This design comes from an exercise in tuning for small area on the open sky130 flow, not from production work.
Where RTL was checked, it was by simulation tests only, not by an equivalence proof against the original.

== run 1 ==
## oac_core
module oac_core (
    input  wire        clk,
    input  wire        rst,           
    output wire        mem_req,
    output wire        mem_we,
    output wire [6:0]  mem_addr,
    output wire [31:0] mem_wdata,
    input  wire        mem_ack,
    input  wire [31:0] mem_rdata,
    output wire        halted,
    output wire        faulted,
    output wire [1:0]  fault_kind,
    output wire [31:0] fault_value,
    output wire [31:0] pc_out,
    output wire [31:0] x0_out,
    output wire [31:0] x1_out,
    output wire [31:0] x2_out,
    output wire [31:0] x3_out,
    output wire [1:0]  flags_out,
    output wire [31:0] stk_top_out
);
export LEC_CHECK = 0
export ABC_AREA = 1
export CAP_MARGIN = 20
export CORE_MARGIN = 2
export CORE_UTILIZATION = 65
export SLEW_MARGIN = 20
create_clock -name core_clock -period 10.0 [get_ports {clk}]
standard.sh (not shown) runs the stock make flow with config.mk's settings and CLKGATE_MAP_FILE= SYNTH_SCRIPT=/design/flow/synth_recipe.tcl, a recipe that flattens the netlist after the stock synthesis.
==> flow/flow/run.sh <==
#!/bin/bash
set -euo pipefail
here=$(pwd)
{
  echo "proc abc {args} { set i [lsearch \$args -script]; if {\$i >= 0} { lset args [expr {\$i+1}] $here/flow/area.abc }; yosys abc {*}\$args }"
  cat synth_recipe.tcl
} > flow/area_synth.tcl
export BUFFER_PORTS_ARGS="-buffer_cell sky130_fd_sc_hd__buf_1"
export CTS_ARGS="-sink_clustering_enable -repair_clock_nets -buf_list {sky130_fd_sc_hd__clkbuf_4 sky130_fd_sc_hd__clkbuf_8} -dont_use_dummy_load"
bash standard.sh SYNTH_SCRIPT=$here/flow/area_synth.tcl finish > standard.log 2>&1
==> flow/flow/area.abc <==
strash
&get -n
&deepsyn -T 30
&put
dch -f
amap -m
topo
==> flow/flow/area_synth.tcl <==
proc abc {args} { set i [lsearch $args -script]; if {$i >= 0} { lset args [expr {$i+1}] /design/flow/flow/area.abc }; yosys abc {*}$args }
proc synth {args} { yosys synth -nofsm -noshare {*}$args }
source $::env(SCRIPTS_DIR)/synth.tcl
# left out here: clear keep_hierarchy, flatten, clean up, hide names made inside functions, write 1_2_yosys.v
Run 1 completed end to end with timing, DRC and antenna clean.
diff inputs: run 1 => run 2
--- a/flow/flow/run.sh
+++ b/flow/flow/run.sh
@@ -7,4 +7,4 @@
 } > flow/area_synth.tcl
 export BUFFER_PORTS_ARGS="-buffer_cell sky130_fd_sc_hd__buf_1"
-export CTS_ARGS="-sink_clustering_enable -repair_clock_nets -buf_list {sky130_fd_sc_hd__clkbuf_4 sky130_fd_sc_hd__clkbuf_8} -dont_use_dummy_load"
+export CTS_ARGS="-sink_clustering_enable -repair_clock_nets -buf_list {sky130_fd_sc_hd__clkbuf_8} -sink_clustering_size 12 -dont_use_dummy_load"
 bash standard.sh SYNTH_SCRIPT=$here/flow/area_synth.tcl finish > standard.log 2>&1
==> flow/flow/area.abc <==
strash
dch -f
amap -m
topo
removed: flow/flow/area_synth.tcl
- The share of the clock period used by the worst path after layout of run 2 falls short of that of run 1 by 0.29 points.
- The xor/xnor cell area share of the yosys netlist on run 1 is in line with that on run 2.
- Compared with run 1, run 2 degrades HPWL after detailed placement.
- Higher global-route usage over all layers was reported by run 2, not run 1.
- Taking run 1 as the reference, in run 2 number of distinct library cell variants in the gate-level netlist after synthesis lost 13%; arithmetic-cell share of the synthesized area counting full adders, half adders and majority gates neither gained nor lost much.
- Of the two candidates, run 1 has the better die area and run 2 the worse one.
Changes in run 3 relative to run 2:
--- a/flow/flow/run.sh
+++ b/flow/flow/run.sh
@@ -7,4 +7,4 @@
 } > flow/area_synth.tcl
 export BUFFER_PORTS_ARGS="-buffer_cell sky130_fd_sc_hd__buf_1"
-export CTS_ARGS="-sink_clustering_enable -repair_clock_nets -buf_list {sky130_fd_sc_hd__clkbuf_8} -sink_clustering_size 12 -dont_use_dummy_load"
+export CTS_ARGS="-sink_clustering_enable -repair_clock_nets -buf_list {sky130_fd_sc_hd__clkbuf_8} -sink_clustering_size 30 -sink_clustering_max_diameter 150 -sink_buffer_max_cap_derate 0.5 -dont_use_dummy_load"
 bash standard.sh SYNTH_SCRIPT=$here/flow/area_synth.tcl finish > standard.log 2>&1
==> flow/flow/area.abc <==
strash
&get -n
&deepsyn -T 30
&put
dch -f
amap -m
topo
==> flow/flow/area_synth.tcl (new file) <==
proc abc {args} { set i [lsearch $args -script]; if {$i >= 0} { lset args [expr {$i+1}] /design/flow/flow/area.abc }; yosys abc {*}$args }
proc synth {args} { yosys synth -nofsm -noshare {*}$args }
source $::env(SCRIPTS_DIR)/synth.tcl
# left out here: clear keep_hierarchy, flatten, clean up, hide names made inside functions, write 1_2_yosys.v
Results
- Sort run 2 and run 3 by global-route usage over all layers, ascending, and run 3 comes first.
- Run 2 -> run 3: highest attainable clock frequency decreased slightly
- Run 2 vs run 3, slowest library cell on the worst path: o21ai_0 vs nor4_1
- [compare] base=run 2 new=run 3: aggregate routed wire length has decreased, clock period minus worst slack has increased.
- Comparing run 2 with run 3, the proportion of cell area spent on the clock network came out essentially unchanged.

* * *

oac_core, a different RTL version from the one above (not shown whole).
Size in the first run: roughly 200 flip-flops.
export LEC_CHECK = 0
export ABC_AREA = 1
export CAP_MARGIN = 20
export CORE_MARGIN = 2
export CORE_UTILIZATION = 65
export SLEW_MARGIN = 20
create_clock -name core_clock -period 10.0 [get_ports {clk}]
==> flow/flow/run.sh <==
#!/bin/bash
set -euo pipefail
here=$(pwd)
{
  echo "proc abc {args} { set i [lsearch \$args -script]; if {\$i >= 0} { lset args [expr {\$i+1}] $here/flow/area.abc }; yosys abc {*}\$args }"
  cat synth_recipe.tcl
} > flow/area_synth.tcl
export BUFFER_PORTS_ARGS="-buffer_cell sky130_fd_sc_hd__buf_1"
export CTS_ARGS="-sink_clustering_enable -repair_clock_nets -buf_list {sky130_fd_sc_hd__clkbuf_8} -sink_clustering_size 12 -dont_use_dummy_load"
bash standard.sh SYNTH_SCRIPT=$here/flow/area_synth.tcl finish > standard.log 2>&1
==> flow/flow/area.abc <==
strash
dch -f
amap
topo
==> flow/flow/area_synth.tcl <==
proc abc {args} { set i [lsearch $args -script]; if {$i >= 0} { lset args [expr {$i+1}] /design/flow/flow/area.abc }; yosys abc {*}$args }
proc synth {args} { yosys synth -nofsm -noshare {*}$args }
source $::env(SCRIPTS_DIR)/synth.tcl
# left out here: clear keep_hierarchy, flatten, clean up, hide names made inside functions, write 1_2_yosys.v
The baseline passed the timing, design-rule and antenna checks.
Edit:
==> flow/flow/run.sh (replaced) <==
#!/bin/bash
set -euo pipefail
export BUFFER_PORTS_ARGS="-buffer_cell sky130_fd_sc_hd__buf_1"
export CTS_ARGS="-sink_clustering_enable -repair_clock_nets -buf_list {sky130_fd_sc_hd__clkbuf_16} -sink_clustering_size 40 -sink_clustering_max_diameter 200 -dont_use_dummy_load"
export RECOVER_POWER=100
bash standard.sh finish > standard.log 2>&1
removed: flow/flow/area.abc
removed: flow/flow/area_synth.tcl
The changed run completed and failed the layout checks on max-capacitance violations, max-slew violations.
Routed wire length rises by 1.7%.
Register-to-register slack got worse by 1.6 ns.
First-iteration DRC count falls by 30%.
Core utilization rises by 0.70 points.
Hold slack improved by 0.014 ns.
Die area rises by 7.2%.
Setup slack got worse by 1.9 ns.
Final cell count rises by 16%.
No functional check of the RTL was part of any run of this note.

==> afterwards: timing with drivers on the ports <==
Ports are ideal in the flow. The routed layouts listed here were re-timed in OpenROAD. Step 1 sets driving cells, clkbuf_16 on the clock port and buf_2 on the other inputs (assumed; they add their load-dependent delay and slew). Step 2 moves the port delays by t, midway between the first and last clock arrival at a register: inputs arrive t later, outputs are due t later. That takes back most of the time a late clock gives input paths. Three values: ideal, step 1, step 2; two values: the first two.
| run | shift t [ns] | setup WS [ns] | hold slack, ns | worst setup path at the end | slew at the worst register clock pin (ns) |
|---|---|---|---|---|---|
| run 1 | 0.487 | 4.270 / 4.235 / 4.160 | 0.438 / 0.438 / 0.438 | input to register | 0.11 / 0.11 |
| run 2 | 0.498 | 4.299 / 4.315 / 3.817 | 0.436 / 0.436 / 0.436 | input to register | 0.10 / 0.10 |
| run 3 | 0.487 | 4.270 / 4.235 / 4.160 | 0.438 / 0.438 / 0.438 | input to register | 0.11 / 0.11 |
| the first run of note 2 | 0.480 | 4.893 / 4.903 / 4.423 | 0.432 / 0.432 / 0.432 | input to register | 0.11 / 0.11 |
| the second run of note 2 | 0.467 | 2.994 / 3.003 / 2.536 | 0.446 / 0.446 / 0.446 | input to register | 0.07 / 0.07 |
For run 2, which loses most, drivers alone change the setup slack by +0.016 ns; drivers and shift together by -0.482 ns.
